This is an optimization exercise on Yosys and OpenROAD, whose aim is small area, not a production implementation. Power and IR drop assume default switching activity.

Setup of the previous run:
==> flow/design.v <==
module esfp_rx #(
    parameter BUF_SIZE = 1514
) (
    input  wire         clk,
    input  wire         rst,         
    input  wire [127:0] lip,         
    input  wire         rx_valid,
    input  wire [7:0]   rx_data,
    input  wire         rx_last,
    output reg          done,
    output reg  [4:0]   disp,
    output reg          ck_done,
    output wire         ckok,
    output wire [31:0]  ckacc,
    output wire [15:0]  ckres
);
    localparam [4:0] DROP_OVERSIZE = 5'd1,  DROP_SHORT    = 5'd2,  DROP_ETHERTYPE = 5'd3,
                     DROP_VERSION  = 5'd4,  DROP_LENGTH   = 5'd5,  DROP_UL_SHORT  = 5'd6,
                     DROP_UDP_LEN  = 5'd7,  DROP_CKSUM    = 5'd8,  IGN_NH         = 5'd9,
                     IGN_ICMP_TYPE = 5'd10, IGN_NS_TARGET = 5'd11, REPLIED_NA     = 5'd12,
                     REPLIED_ECHO  = 5'd13, DELIVERED_NA  = 5'd14, DELIVERED_UDP  = 5'd15;
    function [26:0] radd;
        input [25:0] a;
        input [25:0] b;
        input        c;
        integer i;
        reg cy;
        begin
            cy = c;
            for (i = 0; i < 26; i = i + 1) begin
                radd[i] = a[i] ^ b[i] ^ cy;
                cy = (a[i] & b[i]) | (cy & (a[i] ^ b[i]));
            end
            radd[26] = cy;
        end
    endfunction
    function rlt11;
        input [10:0] a;
        input [10:0] b;
        integer i;
        reg lt;
        begin
            lt = 1'b0;
            for (i = 0; i < 11; i = i + 1)
                lt = (~a[i] & b[i]) | (~(a[i] ^ b[i]) & lt);
            rlt11 = lt;
        end
    endfunction
    localparam [10:0] Q0   = 11'd1994;           
    localparam [10:0] QSAT = 11'd1461;           
    reg  [10:0] q;
    reg  [10:0] plen;        
    reg         eth_bad;     
    reg         ver_bad;     
    reg         nh_icmp;     
    reg         nh_udp;      
    reg  [1:0]  ty;          
    reg         tgt_eq;      
    reg         ulen_ok;     
    reg  [15:0] fld;         
    reg  [25:0] acc;         
    wire        neg     = (&q[10:6]) && (q[5] || q[4] || (q[3] && (q[2] || q[1])));
    wire        in_addr = &q[10:5];                  
    wire        in_seg  = rlt11(q, plen);            
    wire        is_fld  = (nh_icmp && q[10:1] == 10'd1) || (nh_udp && q[10:1] == 10'd3);
    wire        p18     = q == Q0 + 11'd18;
    wire        p19     = q == Q0 + 11'd19;
    wire        p20     = q == Q0 + 11'd20;
    wire        summed  = in_addr || p18 || p19 || p20 || (in_seg && !is_fld);
    wire        lowb    = q[0] || p20;               
    wire [7:0]  addb    = (rx_valid && summed) ? rx_data : 8'd0;
    wire [25:0] acc_b   = p18 ? 26'd0 : acc;
    wire [26:0] acc_n   = radd(acc_b, lowb ? {18'd0, addb} : {10'd0, addb, 8'd0}, 1'b0);
    wire        qsat    = q == QSAT;
    wire [26:0] q_n     = radd({15'd0, q}, 26'd0, rx_valid && !qsat);
    wire [3:0]  tk      = {~q[3], q[2:0]};
    reg  [7:0]  lip_b;
    integer k;
    always @(*) begin
        lip_b = 8'd0;
        for (k = 0; k < 16; k = k + 1)
            lip_b = lip_b | (lip[8*(15 - k) +: 8] & {8{tk == k}});
    end
    wire        in_tgt  = q[10:3] == 8'd1 || q[10:3] == 8'd2;
    wire [7:0]  plen_b  = q[0] ? plen[7:0] : {5'd0, plen[10:8]};
    always @(posedge clk) begin
        if (rst) begin
            q    <= Q0;
            done <= 1'b0;
        end else begin
            done <= rx_valid && rx_last;
            if (done)
                q <= Q0;
            else
                q <= q_n[10:0];
        end
        acc <= acc_n[25:0];
        if (rx_valid) begin
            if (q == Q0 + 11'd12) eth_bad <= rx_data != 8'h86;
            if (q == Q0 + 11'd13 && rx_data != 8'hDD) eth_bad <= 1'b1;
            if (q == Q0 + 11'd14) ver_bad <= rx_data[7:4] != 4'd6;
            if (p18) begin
                plen[10:8] <= (|rx_data[7:3]) ? 3'b111 : rx_data[2:0];
            end
            if (p19) plen[7:0] <= rx_data;
            if (p20) begin
                nh_icmp <= rx_data == 8'd58;
                nh_udp  <= rx_data == 8'd17;
            end
            if (q == 11'd0)
                ty <= (rx_data == 8'd128) ? 2'd1 : (rx_data == 8'd135) ? 2'd2 :
                      (rx_data == 8'd136) ? 2'd3 : 2'd0;
            if (q == 11'd4) ulen_ok <= rx_data == plen_b;
            if (q == 11'd5 && rx_data != plen_b) ulen_ok <= 1'b0;
            if (in_tgt) tgt_eq <= (tgt_eq || q == 11'd8) && rx_data == lip_b;
            if (is_fld) fld <= {fld[7:0], rx_data};
        end
    end
    wire [26:0] fold1   = radd({10'd0, acc[15:0]}, {16'd0, acc[25:16]}, 1'b0);
    wire [26:0] fold2   = radd({10'd0, fold1[15:0]}, 26'd0, fold1[16]);
    wire [15:0] folded  = fold2[15:0];
    assign ckres  = (&folded) ? 16'hFFFF : ~folded;
    assign ckok   = ckres == fld;
    assign ckacc  = {6'd0, acc};
    wire lt4  = plen[10:2] == 9'd0;
    wire lt8  = plen[10:3] == 8'd0;
    wire lt24 = plen[10:5] == 6'd0 && !(plen[4] && plen[3]);
    always @(*) begin
        ck_done = 1'b0;
        if (qsat)
            disp = DROP_OVERSIZE;
        else if (neg)
            disp = DROP_SHORT;
        else if (eth_bad)
            disp = DROP_ETHERTYPE;
        else if (ver_bad)
            disp = DROP_VERSION;
        else if (in_seg)
            disp = DROP_LENGTH;
        else if (nh_icmp) begin
            if (lt4)
                disp = DROP_UL_SHORT;
            else begin
                ck_done = 1'b1;
                if (!ckok)
                    disp = DROP_CKSUM;
                else if (ty[1] && lt24)
                    disp = DROP_UL_SHORT;
                else if (ty == 2'd2)
                    disp = tgt_eq ? REPLIED_NA : IGN_NS_TARGET;
                else if (ty == 2'd3)
                    disp = DELIVERED_NA;
                else if (ty == 2'd1)
                    disp = REPLIED_ECHO;
                else
                    disp = IGN_ICMP_TYPE;
            end
        end else if (nh_udp) begin
            if (lt8)
                disp = DROP_UL_SHORT;
            else if (!ulen_ok)
                disp = DROP_UDP_LEN;
            else begin
                ck_done = 1'b1;
                disp    = ckok ? DELIVERED_UDP : DROP_CKSUM;
            end
        end else
            disp = IGN_NH;
    end
endmodule
==> flow/config.mk <==
export PLATFORM = sky130hd
export DESIGN_NAME = esfp_rx
export DESIGN_NICKNAME = esfp_rx
export VERILOG_FILES = /design/flow/design.v
export SDC_FILE = /design/flow/constraint.sdc
export NUM_CORES = 4
export LEC_CHECK = 0
export ABC_CLOCK_PERIOD_IN_PS = 10000
export CAP_MARGIN = 20
export CORE_MARGIN = 2
export CORE_UTILIZATION = 40
export CTS_BUF_LIST = sky130_fd_sc_hd__clkbuf_8
export SLEW_MARGIN = 20
==> flow/constraint.sdc <==
create_clock -name core_clock -period 10.0 [get_ports {clk}]
set_input_delay 2.0000 -clock core_clock [delete_from_list [all_inputs] [get_ports {clk}]]
set_output_delay 2.0000 -clock core_clock [all_outputs]
set_load 0.01 [all_outputs]
standard.sh (not shown) runs the stock make flow with config.mk's settings and CLKGATE_MAP_FILE= SYNTH_SCRIPT=/design/flow/synth_recipe.tcl, a recipe that flattens the netlist after the stock synthesis.
==> flow/flow/run.sh <==
#!/bin/bash
# Own layout flow: the standard flow with two changes.
#  - synthesis: the standard flow's script, with ABC's default mapping script and without
#    the full-adder extraction (smaller logic; registers are unchanged);
#  - port buffers: the smallest buffer cell instead of the default choice.
set -euo pipefail
HERE=$(pwd)
sed "1a source $HERE/flow/synth_override.tcl" synth_recipe.tcl > own_synth.tcl
sed "s#SYNTH_SCRIPT=[^ ]*#SYNTH_SCRIPT=$HERE/own_synth.tcl#" standard.sh > own_standard.sh
export BUFFER_PORTS_ARGS="-buffer_cell sky130_fd_sc_hd__buf_1"
bash own_standard.sh > own_flow.log 2>&1
==> flow/flow/abc.script <==
strash
&get -n
&fraig -x
&put
scorr
dc2
strash
&get -n
&dch -f
&nf -R 1000
&put
==> flow/flow/synth_override.tcl <==
# Read by the synthesis script before ORFS's synth.tcl: map the logic with
# this flow's ABC script (an area-oriented one), keep full adders out of the
# adder mapping, and buffer pass-through wires with the smallest buffer.
if { [info exists ::env(ADDER_MAP_FILE)] } { unset ::env(ADDER_MAP_FILE) }
set ::env(MIN_BUF_CELL_AND_PORTS) "sky130_fd_sc_hd__buf_1 A X"
set own_abc_script [file join [file dirname [info script]] abc.script]
proc abc {args} {
  global own_abc_script
  set i [lsearch -exact $args -script]
  if { $i >= 0 } { set args [lreplace $args [expr {$i + 1}] [expr {$i + 1}] $own_abc_script] }
  puts "abc (own flow): $args"
  yosys abc {*}$args
}
[inputs] the current run vs the previous run
diff --git a/flow/design.v b/flow/design.v
--- a/flow/design.v
+++ b/flow/design.v
@@ -8,11 +8,11 @@
     input  wire [7:0]   rx_data,
     input  wire         rx_last,
     output reg          done,
     output reg  [4:0]   disp,
     output reg          ck_done,
-    output wire         ckok,
+    output reg          ckok,
     output wire [31:0]  ckacc,
     output wire [15:0]  ckres
 );
     localparam [4:0] DROP_OVERSIZE = 5'd1,  DROP_SHORT    = 5'd2,  DROP_ETHERTYPE = 5'd3,
                      DROP_VERSION  = 5'd4,  DROP_LENGTH   = 5'd5,  DROP_UL_SHORT  = 5'd6,
@@ -57,46 +57,60 @@
     reg  [1:0]  ty;          
     reg         tgt_eq;      
     reg         ulen_ok;     
     reg  [15:0] fld;         
     reg  [25:0] acc;         
+    reg         c16;         
+    reg         seg;         
+    reg         eac;         
+    reg         fin1, fin2, fin3;  
     wire        neg     = (&q[10:6]) && (q[5] || q[4] || (q[3] && (q[2] || q[1])));
     wire        in_addr = &q[10:5];                  
-    wire        in_seg  = rlt11(q, plen);            
     wire        is_fld  = (nh_icmp && q[10:1] == 10'd1) || (nh_udp && q[10:1] == 10'd3);
     wire        p18     = q == Q0 + 11'd18;
     wire        p19     = q == Q0 + 11'd19;
     wire        p20     = q == Q0 + 11'd20;
-    wire        summed  = in_addr || p18 || p19 || p20 || (in_seg && !is_fld);
+    wire        summed  = in_addr || p18 || p19 || p20 || (seg && !is_fld);
     wire        lowb    = q[0] || p20;               
     wire [7:0]  addb    = (rx_valid && summed) ? rx_data : 8'd0;
-    wire [25:0] acc_b   = p18 ? 26'd0 : acc;
-    wire [26:0] acc_n   = radd(acc_b, lowb ? {18'd0, addb} : {10'd0, addb, 8'd0}, 1'b0);
+    wire [15:0] acc_b   = p18 ? 16'd0 : acc[15:0];
+    wire [26:0] lo_n    = radd({10'd0, acc_b}, lowb ? {18'd0, addb} : {10'd0, addb, 8'd0}, 1'b0);
+    wire [26:0] hi_n    = radd({16'd0, acc[25:16]}, 26'd0, c16);
     wire        qsat    = q == QSAT;
     wire [26:0] q_n     = radd({15'd0, q}, 26'd0, rx_valid && !qsat);
+    wire [10:0] q_nx    = done ? Q0 : q_n[10:0];
     wire [3:0]  tk      = {~q[3], q[2:0]};
     reg  [7:0]  lip_b;
     integer k;
     always @(*) begin
         lip_b = 8'd0;
         for (k = 0; k < 16; k = k + 1)
             lip_b = lip_b | (lip[8*(15 - k) +: 8] & {8{tk == k}});
     end
     wire        in_tgt  = q[10:3] == 8'd1 || q[10:3] == 8'd2;
+    wire [26:0] fold0   = radd({10'd0, acc[15:0]}, {16'd0, acc[25:16]}, 1'b0);
     wire [7:0]  plen_b  = q[0] ? plen[7:0] : {5'd0, plen[10:8]};
     always @(posedge clk) begin
         if (rst) begin
             q    <= Q0;
+            fin1 <= 1'b0;
+            fin2 <= 1'b0;
+            fin3 <= 1'b0;
             done <= 1'b0;
         end else begin
-            done <= rx_valid && rx_last;
-            if (done)
-                q <= Q0;
-            else
-                q <= q_n[10:0];
+            fin1 <= rx_valid && rx_last;
+            fin2 <= fin1;
+            fin3 <= fin2;
+            done <= fin3;
+            q    <= q_nx;
         end
-        acc <= acc_n[25:0];
+        seg         <= rlt11(q_nx, plen);
+        acc[15:0]   <= lo_n[15:0];
+        c16         <= lo_n[16];
+        acc[25:16]  <= p18 ? 10'd0 : hi_n[9:0];
+        eac         <= fold0[16];
+        ckok        <= ckres == fld;
         if (rx_valid) begin
             if (q == Q0 + 11'd12) eth_bad <= rx_data != 8'h86;
             if (q == Q0 + 11'd13 && rx_data != 8'hDD) eth_bad <= 1'b1;
             if (q == Q0 + 11'd14) ver_bad <= rx_data[7:4] != 4'd6;
             if (p18) begin
@@ -114,15 +128,13 @@
             if (q == 11'd5 && rx_data != plen_b) ulen_ok <= 1'b0;
             if (in_tgt) tgt_eq <= (tgt_eq || q == 11'd8) && rx_data == lip_b;
             if (is_fld) fld <= {fld[7:0], rx_data};
         end
     end
-    wire [26:0] fold1   = radd({10'd0, acc[15:0]}, {16'd0, acc[25:16]}, 1'b0);
-    wire [26:0] fold2   = radd({10'd0, fold1[15:0]}, 26'd0, fold1[16]);
+    wire [26:0] fold2   = radd({10'd0, acc[15:0]}, {16'd0, acc[25:16]}, eac);
     wire [15:0] folded  = fold2[15:0];
     assign ckres  = (&folded) ? 16'hFFFF : ~folded;
-    assign ckok   = ckres == fld;
     assign ckacc  = {6'd0, acc};
     wire lt4  = plen[10:2] == 9'd0;
     wire lt8  = plen[10:3] == 8'd0;
     wire lt24 = plen[10:5] == 6'd0 && !(plen[4] && plen[3]);
     always @(*) begin
@@ -133,11 +145,11 @@
             disp = DROP_SHORT;
         else if (eth_bad)
             disp = DROP_ETHERTYPE;
         else if (ver_bad)
             disp = DROP_VERSION;
-        else if (in_seg)
+        else if (seg)
             disp = DROP_LENGTH;
         else if (nh_icmp) begin
             if (lt4)
                 disp = DROP_UL_SHORT;
             else begin
[summary]
Clock power share delta for the current run relative to the previous run: 9.8 points lower
Sequential area share after synthesis in the current run is 2.6 points above the previous run.
Slowest cell on the critical path: maj3_1 -> the current run, or4_4 -> the previous run
Via count of the first global-routing pass: the current run vs the previous run down 419
From the previous run to the current run the numbers moved as follows: share of layout cells above drive strength 1 dropped 14 points, global-route usage dropped 1.6 points, final cell count without fillers dropped 6.6%, share of the synthesized netlist area taken by xor and xnor gates dropped 4.0 points, power of the sequential group climbed about 34%.
On number of nets with antenna violations after routing, the previous run tracks the current run almost exactly.
Sequential share of cell area, the current run and the previous run, higher one = the current run.
Function was not checked in any run of this note: the RTL went through the layout flow alone.

[what the ideal ports hide]
Ports are ideal in the flow. The routed layouts listed here were re-timed in OpenROAD. Step 1 assumes that a clkbuf_16 drives the clock port and a buf_2 every other input. Step 2 adds t to the input delays and takes it off the output delays; t is the mean of the earliest and latest rising clock arrival at the registers after step 1. Input paths then give back, and output paths get back, about the clock's delay inside the block. a / b / c = ideal / step 1 / step 2; a / b = the first two.
run | shift t [ns] | slack for setup (ns) | clock arrival spread, ns
the previous run | 0.398 | 0.333 / 0.300 / 0.553 | 0.015 / 0.015
the current run | 0.390 | 1.735 / 1.748 / 1.358 | 0.011 / 0.010
After both steps setup and hold are still met in every run listed. For the current run, which loses most, drivers alone change the setup slack by +0.013 ns; drivers and shift together by -0.377 ns.
